This is an optimization exercise on Yosys and OpenROAD, whose aim is small area, not a production implementation.
Only simulation tests tie the RTL to the original design; equivalence was not proved.
Power is estimated from default activity; no workload was simulated.

==> inputs of run G <==
==> flow/design.v <==
module ct_meas (
    input  wire        clk,
    input  wire        rst,         
    input  wire        start,
    input  wire        mode,        
    input  wire [1:0]  chan,
    input  wire [15:0] raw,
    output wire        ready,
    output wire        done,
    output wire        accept,
    output wire [1:0]  chan_next,
    output wire [34:0] ohms,
    output wire [15:0] vmv,
    output wire [27:0] digits,
    output wire        alert
);
    localparam [1:0] ST_IDLE = 2'd0, ST_H = 2'd1, ST_D = 2'd2, ST_B = 2'd3;
    localparam [2:0] P0 = 3'd0, P1 = 3'd1, P2 = 3'd3, P3 = 3'd6,
                     P4 = 3'd5, P5 = 3'd2, P6 = 3'd4;
    localparam [5:0] R0 = 6'd0, R1 = 6'd1, R5 = 6'd31, R6 = 6'd62, R7 = 6'd61,
                     R8 = 6'd59, R9 = 6'd55, R11 = 6'd30, R16 = 6'd14,
                     R35 = 6'd6, R36 = 6'd13;
    reg  [2:0]  ph;
    reg  [1:0]  st;
    reg  [5:0]  rc;
    reg         done_r;
    reg         mode_r, neg_r, acc_r;
    reg  [1:0]  chan_r;
    reg  [34:0] O;
    reg  [20:0] R;
    reg  [20:0] S;
    reg         osv;              
    reg         sv2;              
    reg         oc;               
    reg         c2;               
    reg         mq;               
    wire ph0 = (ph == P0);
    wire ph6 = (ph == P6);
    wire sH  = (st == ST_H);
    wire sD  = (st == ST_D);
    wire sB  = (st == ST_B);
    wire rc0 = (rc == R0);
    assign ready = (st == ST_IDLE) && ph6;
    wire   cap   = start && ready;
    assign done  = done_r;
    function automatic le_const(input [14:0] u, input [14:0] c);
        integer i;
        reg r;
        begin
            r = 1'b1;
            for (i = 0; i < 15; i = i + 1)
                r = c[i] ? (!u[i] || r) : (!u[i] && r);
            le_const = r;
        end
    endfunction
    function automatic ge_const(input [14:0] u, input [14:0] c);
        integer i;
        reg r;
        begin
            r = 1'b1;
            for (i = 0; i < 15; i = i + 1)
                r = c[i] ? (u[i] && r) : (u[i] || r);
            ge_const = r;
        end
    endfunction
    wire       s_low  = raw[15] || le_const(raw[14:0], 15'd8000);
    wire       s_high = !raw[15] && ge_const(raw[14:0], 15'd24000);
    wire       a_in   = mode || (!s_low && !s_high) ||
                        (chan == 2'd3 && s_low) || (chan == 2'd0 && s_high);
    wire [1:0] cn_in  = a_in ? chan : {chan[1] ^ (s_low ? chan[0] : !chan[0]), !chan[0]};
    reg [19:0] kc;
    always @(*) begin
        if (mode_r) kc = 20'd5489;
        else case (chan_r)
            2'd0:    kc = 20'd986;
            2'd1:    kc = 20'd9750;
            2'd2:    kc = 20'd100000;
            default: kc = 20'd668000;
        endcase
    end
    reg [4:0] kchunk;
    always @(*) begin
        case (ph)
            P0:      kchunk = kc[4:0];
            P1:      kchunk = kc[9:5];
            P2:      kchunk = kc[14:10];
            P3:      kchunk = kc[19:15];
            default: kchunk = 5'd0;
        endcase
    end
    reg [2:0] c8k;
    always @(*) begin
        case (ph)
            P2:      c8k = 3'b101;
            P3:      c8k = 3'b111;
            P4:      c8k = 3'b001;
            default: c8k = 3'b000;
        endcase
    end
    wire inj4k = (rc == R5) || (rc == R6) || (rc == R7) ||
                 (rc == R8) || (rc == R9) || (rc == R11);
    wire [4:0] o6   = O[34:30];
    wire       h0   = sH && rc0;
    wire       h1   = sH && (rc == R1);
    wire       mbit = ph0 ? sv2 : mq;
    wire       op_en  = sH && !rc0 && (mbit || (h1 && !mode_r));
    wire       negop  = !h1 && (mode_r ? neg_r : 1'b1);
    wire       negall = sB && (rc == R35) && mode_r && neg_r;
    wire       inj_h  = h1 ? 1'b0 : (mode_r ? inj4k : mq);
    wire       inj    = sH ? inj_h : (sD ? mq : osv);
    wire       sin    = ph0 ? inj : osv;
    wire [4:0] sw     = h0 ? 5'd0 : {o6[3:0], sin};
    wire [4:0] oa     = sw ^ {5{negall}};
    wire [4:0] ob     = op_en ? (kchunk ^ {5{negop}}) : 5'd0;
    wire       ocin   = ph0 ? ((op_en && negop) || negall) : oc;
    wire [5:0] oc_ch;
    wire [4:0] osum;
    assign oc_ch[0] = ocin;
    genvar gi;
    generate for (gi = 0; gi < 5; gi = gi + 1) begin : ofa
        assign osum[gi]    = oa[gi] ^ ob[gi] ^ oc_ch[gi];
        assign oc_ch[gi+1] = (oa[gi] & ob[gi]) | (oc_ch[gi] & (oa[gi] ^ ob[gi]));
    end endgenerate
    wire [2:0] r6    = R[20:18];
    wire [2:0] s6    = S[20:18];
    wire       dact  = sD && !rc0;
    wire [2:0] rsw   = {r6[1:0], ph0 ? osv : sv2};
    wire [2:0] schk  = (mode_r ? c8k : s6) ^ {3{mq}};
    wire [3:0] dc_ch;
    wire [2:0] dsum;
    assign dc_ch[0] = ph0 ? mq : c2;
    generate for (gi = 0; gi < 3; gi = gi + 1) begin : dfa
        assign dsum[gi]    = rsw[gi] ^ schk[gi] ^ dc_ch[gi];
        assign dc_ch[gi+1] = (rsw[gi] & schk[gi]) | (dc_ch[gi] & (rsw[gi] ^ schk[gi]));
    end endgenerate
    wire [3:0] dig   = {s6[0], r6};
    wire       ge5   = dig[3] | (dig[2] & (dig[1] | dig[0]));
    wire [2:0] adj   = {dig[3] ? dig[0]  : (dig[2] & !dig[1] & !dig[0]),
                        dig[3] ? !dig[0] : (dig[1] & (!dig[2] | dig[0])),
                        dig[3] ? !dig[0] : (dig[2] ? (dig[1] & !dig[0]) : dig[0])};
    wire       bcin  = ph0 ? osv : c2;
    wire [3:0] bout  = rc0 ? 4'd0 : {adj, bcin};
    wire [20:0] sv = {raw, S[13], 4'b0000};    
    wire [20:0] s_cap = {sv[2:0], sv[5:3], sv[8:6], sv[11:9], sv[14:12], sv[17:15], sv[20:18]};
    always @(posedge clk) begin
        O   <= {O[29:0], osum};
        osv <= o6[4];
        oc  <= oc_ch[5];
        R   <= {R[17:0], sD ? (dact ? dsum : 3'd0) : bout[2:0]};
        c2  <= sD ? dc_ch[3] : ge5;
        if (cap) begin
            S   <= s_cap;
            sv2 <= 1'b0;
        end else begin
            sv2 <= sD ? r6[2] : s6[2];
            if (sH)      S <= {S[17:0], s6[1:0], sv2};
            else if (sB) S <= {S[17:0], s6[2:1], bout[3]};
            else         S <= {S[17:0], s6};
        end
        if (sH && ph0)
            mq <= sv2;
        else if (sD && ph6)
            mq <= !(dact && dsum[2]);
        if (cap) begin
            mode_r <= mode;
            neg_r  <= raw[15];
            acc_r  <= a_in;
            chan_r <= cn_in;
        end
        if (rst) begin
            ph     <= P0;
            st     <= ST_IDLE;
            rc     <= R0;
            done_r <= 1'b0;
        end else begin
            ph     <= {ph[1:0], ~(ph[2] ^ ph[1])};
            done_r <= 1'b0;
            if (ph6) begin
                case (st)
                    ST_IDLE: if (start) begin st <= ST_H; rc <= R0; end
                    ST_H:    if (rc == R16) begin st <= ST_D; rc <= R0; end
                             else rc <= {rc[4:0], ~(rc[5] ^ rc[4])};
                    ST_D:    if (rc == R36) begin st <= ST_B; rc <= R0; end
                             else rc <= {rc[4:0], ~(rc[5] ^ rc[4])};
                    default: if (rc == R35) begin st <= ST_IDLE; done_r <= 1'b1; end
                             else rc <= {rc[4:0], ~(rc[5] ^ rc[4])};
                endcase
            end
        end
    end
    assign ohms = {O[4:0], O[9:5], O[14:10], O[19:15], O[24:20], O[29:25], O[34:30]};
    assign vmv  = ohms[15:0];
    assign digits = {S[0], R[2:0],   S[3], R[5:3],   S[6], R[8:6],   S[9], R[11:9],
                     S[12], R[14:12], S[15], R[17:15], S[18], R[20:18]};
    assign alert = !mode_r && (ohms[34:7] == 28'd0) &&
                   le_const({8'd0, ohms[6:0]}, 15'd80);
    assign accept    = acc_r;
    assign chan_next = chan_r;
endmodule
==> flow/flow/run.sh <==
#!/bin/bash
set -e
export BUFFER_PORTS_ARGS="-buffer_cell sky130_fd_sc_hd__buf_1"
export CTS_ARGS="-sink_clustering_enable -repair_clock_nets -dont_use_dummy_load"
bash standard.sh ADDER_MAP_FILE= finish > standard.log 2>&1
==> flow/standard.sh <==
#!/bin/bash
# synth_recipe.tcl (not shown) runs the flow's synth.tcl, then flattens the netlist and writes it again
# the make line also repeats each setting of config.mk as NAME=value (left out here)
make -C /OpenROAD-flow-scripts/flow DESIGN_CONFIG=/design/flow/config.mk WORK_HOME=/design/flow/orfs CLKGATE_MAP_FILE= SYNTH_SCRIPT=/design/flow/synth_recipe.tcl "${@:-finish}"
==> flow/config.mk <==
export PLATFORM = sky130hd
export DESIGN_NAME = ct_meas
export DESIGN_NICKNAME = ct_meas
export VERILOG_FILES = /design/flow/design.v
export SDC_FILE = /design/flow/constraint.sdc
export NUM_CORES = 4
export LEC_CHECK = 0
export CAP_MARGIN = 20
export CORE_MARGIN = 2
export CORE_UTILIZATION = 70
export SLEW_MARGIN = 20
==> flow/constraint.sdc <==
create_clock -name core_clock -period 10.0 [get_ports {clk}]
set_input_delay 2.0000 -clock core_clock [delete_from_list [all_inputs] [get_ports {clk}]]
set_output_delay 2.0000 -clock core_clock [all_outputs]
set_load 0.01 [all_outputs]
==> run P: changes against run G <==
--- a/flow/design.v
+++ b/flow/design.v
@@ -25,3 +25,2 @@
     reg  [5:0]  rc;
-    reg         done_r;
     reg         mode_r, neg_r, acc_r;
@@ -44,3 +43,3 @@
     wire   cap   = start && ready;
-    assign done  = done_r;
+    assign done  = sB && (rc == R36) && ph0;
     function automatic le_const(input [14:0] u, input [14:0] c);
@@ -107,10 +106,11 @@
     wire       negop  = !h1 && (mode_r ? neg_r : 1'b1);
-    wire       negall = sB && (rc == R35) && mode_r && neg_r;
+    wire       vneg   = mode_r && neg_r;
+    wire       incall = sB && (rc == R35) && vneg;
     wire       inj_h  = h1 ? 1'b0 : (mode_r ? inj4k : mq);
-    wire       inj    = sH ? inj_h : (sD ? mq : osv);
+    wire       inj    = sH ? inj_h : (sD ? mq ^ vneg : osv);
     wire       sin    = ph0 ? inj : osv;
     wire [4:0] sw     = h0 ? 5'd0 : {o6[3:0], sin};
-    wire [4:0] oa     = sw ^ {5{negall}};
+    wire [4:0] oa     = sw;
     wire [4:0] ob     = op_en ? (kchunk ^ {5{negop}}) : 5'd0;
-    wire       ocin   = ph0 ? ((op_en && negop) || negall) : oc;
+    wire       ocin   = ph0 ? ((op_en && negop) || incall) : oc;
     wire [5:0] oc_ch;
@@ -140,3 +140,3 @@
                         dig[3] ? !dig[0] : (dig[2] ? (dig[1] & !dig[0]) : dig[0])};
-    wire       bcin  = ph0 ? osv : c2;
+    wire       bcin  = ph0 ? osv ^ vneg : c2;
     wire [3:0] bout  = rc0 ? 4'd0 : {adj, bcin};
@@ -173,7 +173,7 @@
             rc     <= R0;
-            done_r <= 1'b0;
         end else begin
             ph     <= {ph[1:0], ~(ph[2] ^ ph[1])};
-            done_r <= 1'b0;
-            if (ph6) begin
+            if (sB && ph0 && rc == R36)
+                st <= ST_IDLE;            
+            else if (ph6) begin
                 case (st)
@@ -184,4 +184,3 @@
                              else rc <= {rc[4:0], ~(rc[5] ^ rc[4])};
-                    default: if (rc == R35) begin st <= ST_IDLE; done_r <= 1'b1; end
-                             else rc <= {rc[4:0], ~(rc[5] ^ rc[4])};
+                    default: rc <= {rc[4:0], ~(rc[5] ^ rc[4])};
                 endcase
==> flow/flow/run.sh (replaced) <==
#!/bin/bash
# Layout flow: the standard layout (standard.sh) with three changes.
#  1. Every port is buffered by sky130_fd_sc_hd__buf_1, the smallest buffer.
#  2. The clock tree is built without dummy loads.
#  3. After the standard synthesis, ABC re-maps the combinational logic for
#     area. Registers keep the instance names and cell types the standard
#     synthesis gave them (they are black boxes to ABC). The re-mapped
#     netlist replaces the standard one only if a SAT check proves that both
#     compute the same outputs and register inputs from the same inputs and
#     register outputs.
# Each tool writes its full output to its own log file in this folder.
set -e
export BUFFER_PORTS_ARGS="-buffer_cell sky130_fd_sc_hd__buf_1"
export CTS_ARGS="-sink_clustering_enable -repair_clock_nets -dont_use_dummy_load"

HERE=$(pwd)
FLOWDIR=$HERE/flow
RES=$HERE/orfs/results/$FLOW_PLATFORM/ct_meas/base
LIB=$FLOW_HOME/platforms/sky130hd/lib/sky130_fd_sc_hd__tt_025C_1v80.lib

bash standard.sh synth > synth.log 2>&1

cp $RES/1_2_yosys.v $HERE/std_netlist.v
DU=""
for c in $(sed -n '/DONT_USE_CELLS/,/^$/p' $FLOW_HOME/platforms/sky130hd/config.mk | grep -o 'sky130_fd_sc_hd__[a-z0-9_]*' | grep -v fill); do
  DU="$DU -dont_use $c"
done
FFS=$(grep -o 'sky130_fd_sc_hd__[a-z0-9_]*' $HERE/std_netlist.v | sort -u | grep -E '__(dfxtp|edfxtp|dfrtp|dfstp|dfxbp|dfbbp|sdf|edf|dlx|conb)' | tr '\n' ' ')
cat > $HERE/remap.abc <<'EOT'
strash
&get -n
&deepsyn -T 30
&nf -a -R 1000
&put
EOT
cat > $HERE/remap.ys <<EOT
read_liberty -ignore_miss_func $LIB
blackbox $FFS
read_verilog $HERE/std_netlist.v
hierarchy -top ct_meas
flatten
hierarchy -top ct_meas
opt_clean -purge
abc -liberty $LIB $DU -script $HERE/remap.abc
opt_clean -purge
read_liberty -lib -overwrite $LIB
hilomap -singleton -hicell sky130_fd_sc_hd__conb_1 HI -locell sky130_fd_sc_hd__conb_1 LO
insbuf -buf sky130_fd_sc_hd__buf_4 A X
splitnets
opt_clean -purge
rename -hide w:*.*
check -assert
stat -liberty $LIB
write_verilog -noattr -nohex -nodec $HERE/remap_netlist.v
EOT
remap_ok=0
if yosys -s $HERE/remap.ys > $HERE/remap.log 2>&1; then
  python3 $FLOWDIR/cutff.py $HERE/std_netlist.v $HERE/eq_gold.v
  python3 $FLOWDIR/cutff.py $HERE/remap_netlist.v $HERE/eq_gate.v
  cat > $HERE/equiv.ys <<EOT
read_liberty -ignore_miss_func $LIB
read_verilog $HERE/eq_gold.v
rename ct_meas gold
read_verilog $HERE/eq_gate.v
rename ct_meas gate
hierarchy -check
flatten gold gate
opt_clean
miter -equiv -flatten -make_outputs gold gate miter
hierarchy -top miter
sat -verify -prove trigger 0 miter
EOT
  if yosys -s $HERE/equiv.ys > $HERE/equiv.log 2>&1; then remap_ok=1; fi
fi
if [ $remap_ok = 1 ]; then
  echo "re-mapped netlist proved equivalent: using it" > $HERE/remap_status.txt
  cp $HERE/remap_netlist.v $RES/1_2_yosys.v
  rm -f $RES/1_synth.odb $RES/1_synth.sdc
else
  echo "re-mapping failed or not proved: keeping the standard netlist" > $HERE/remap_status.txt
fi

bash standard.sh finish > standard.log 2>&1
==> flow/flow/cutff.py (new file) <==
import re,sys
# cut flip-flops out of a yosys-written structural netlist: Q -> input port, D/DE -> output ports
src=open(sys.argv[1]).read()
m=re.search(r'module\s+ct_meas\s*\((.*?)\);(.*)endmodule',src,re.S)
ports=m.group(1); body=m.group(2)
newin=[];newout=[];assigns=[]
def repl(mo):
    typ,name,conn=mo.group(1),mo.group(2),mo.group(3)
    if not re.search(r'__(dfxtp|edfxtp|dfrtp|dfxbp)_',typ): return mo.group(0)
    pins=dict((p,n.strip()) for p,n in re.findall(r'\.(\w+)\(([^()]*)\)',conn))
    key=re.sub(r'[^A-Za-z0-9_]','_',name)
    newin.append(('q_'+key,pins['Q']))
    newout.append(('d_'+key,pins['D']))
    if 'DE' in pins: newout.append(('de_'+key,pins['DE']))
    return ''
body=re.sub(r'(sky130_fd_sc_hd__\w+)\s+(\\\S+|\S+)\s*\((.*?)\);',repl,body,flags=re.S)
decl=''.join(f'  input {p};\n' for p,n in newin)+''.join(f'  output {p};\n' for p,n in newout)
asg=''.join(f'  assign {n} = {p} ;\n' for p,n in newin)+''.join(f'  assign {p} = {n} ;\n' for p,n in newout)
body=body.rstrip()+'\n'+asg
plist=ports.strip()+','+','.join(p for p,_ in newin+newout)
# Q nets may be declared as reg/wire; keep as wire
out='module ct_meas('+plist+');\n'+decl+body+'endmodule\n'
open(sys.argv[2],'w').write(out)
==> qor summary <==
item                                                             run G        run P
Die height                                                    81.26 µm     79.10 µm
Clock group share of total power                                 22.4%        22.7%
Detail-routed via count per cell                                 5.674        5.700
Placer Congestion                                               0.8486       0.9533
Total instance count after detailed placement                      596          518
Met2 Track Usage GR                                             46.86%       42.12%
Outcome                                       timing/DRC/antenna clean  timing/DRC/antenna clean
Filler cells                                                       419          417
Static power due to leakage                                0.001665 µW  0.001468 µW
Nets in the synthesized netlist                                    483          425
Switching power as a share of total power                       30.18%       29.22%
Die area                                                      6602 µm²     6256 µm²
Met1 capacity usage during global routing                       32.18%       33.43%
Post-Place Worst Slack                                        5.994 ns     6.128 ns
Total of plain and repair buffers excluding clock buffers          107          106
R2r setup slk                                                  6.99 ns      6.31 ns

separate check: timing with driven ports:
Ports are ideal in the flow. The routed layouts listed here were re-timed in OpenROAD.
Step 1 assumes that a clkbuf_16 drives the clock port and a buf_2 every other input.
Step 2 also shifts input and output timing later by t, the mid clock arrival at the registers, as if the neighbouring blocks saw the same clock.
Three values: ideal, step 1, step 2; two values: the first two.
run | shift t [ns] | slack for setup (ns) | hold WS [ns] | clock arrival spread, ns | worst data-port slew with drivers (ns)
run G | 0.387 | 6.004 / 5.971 / 5.980 | 0.328 / 0.328 / 0.328 | 0.034 / 0.034 | 0.04
run P | 0.376 | 6.048 / 6.016 / 6.129 | 0.332 / 0.332 / 0.332 | 0.028 / 0.028 | 0.03
After both steps setup and hold are still met in every run listed. For run G, which loses most, drivers alone change the setup slack by -0.033 ns; drivers and shift together by -0.024 ns.
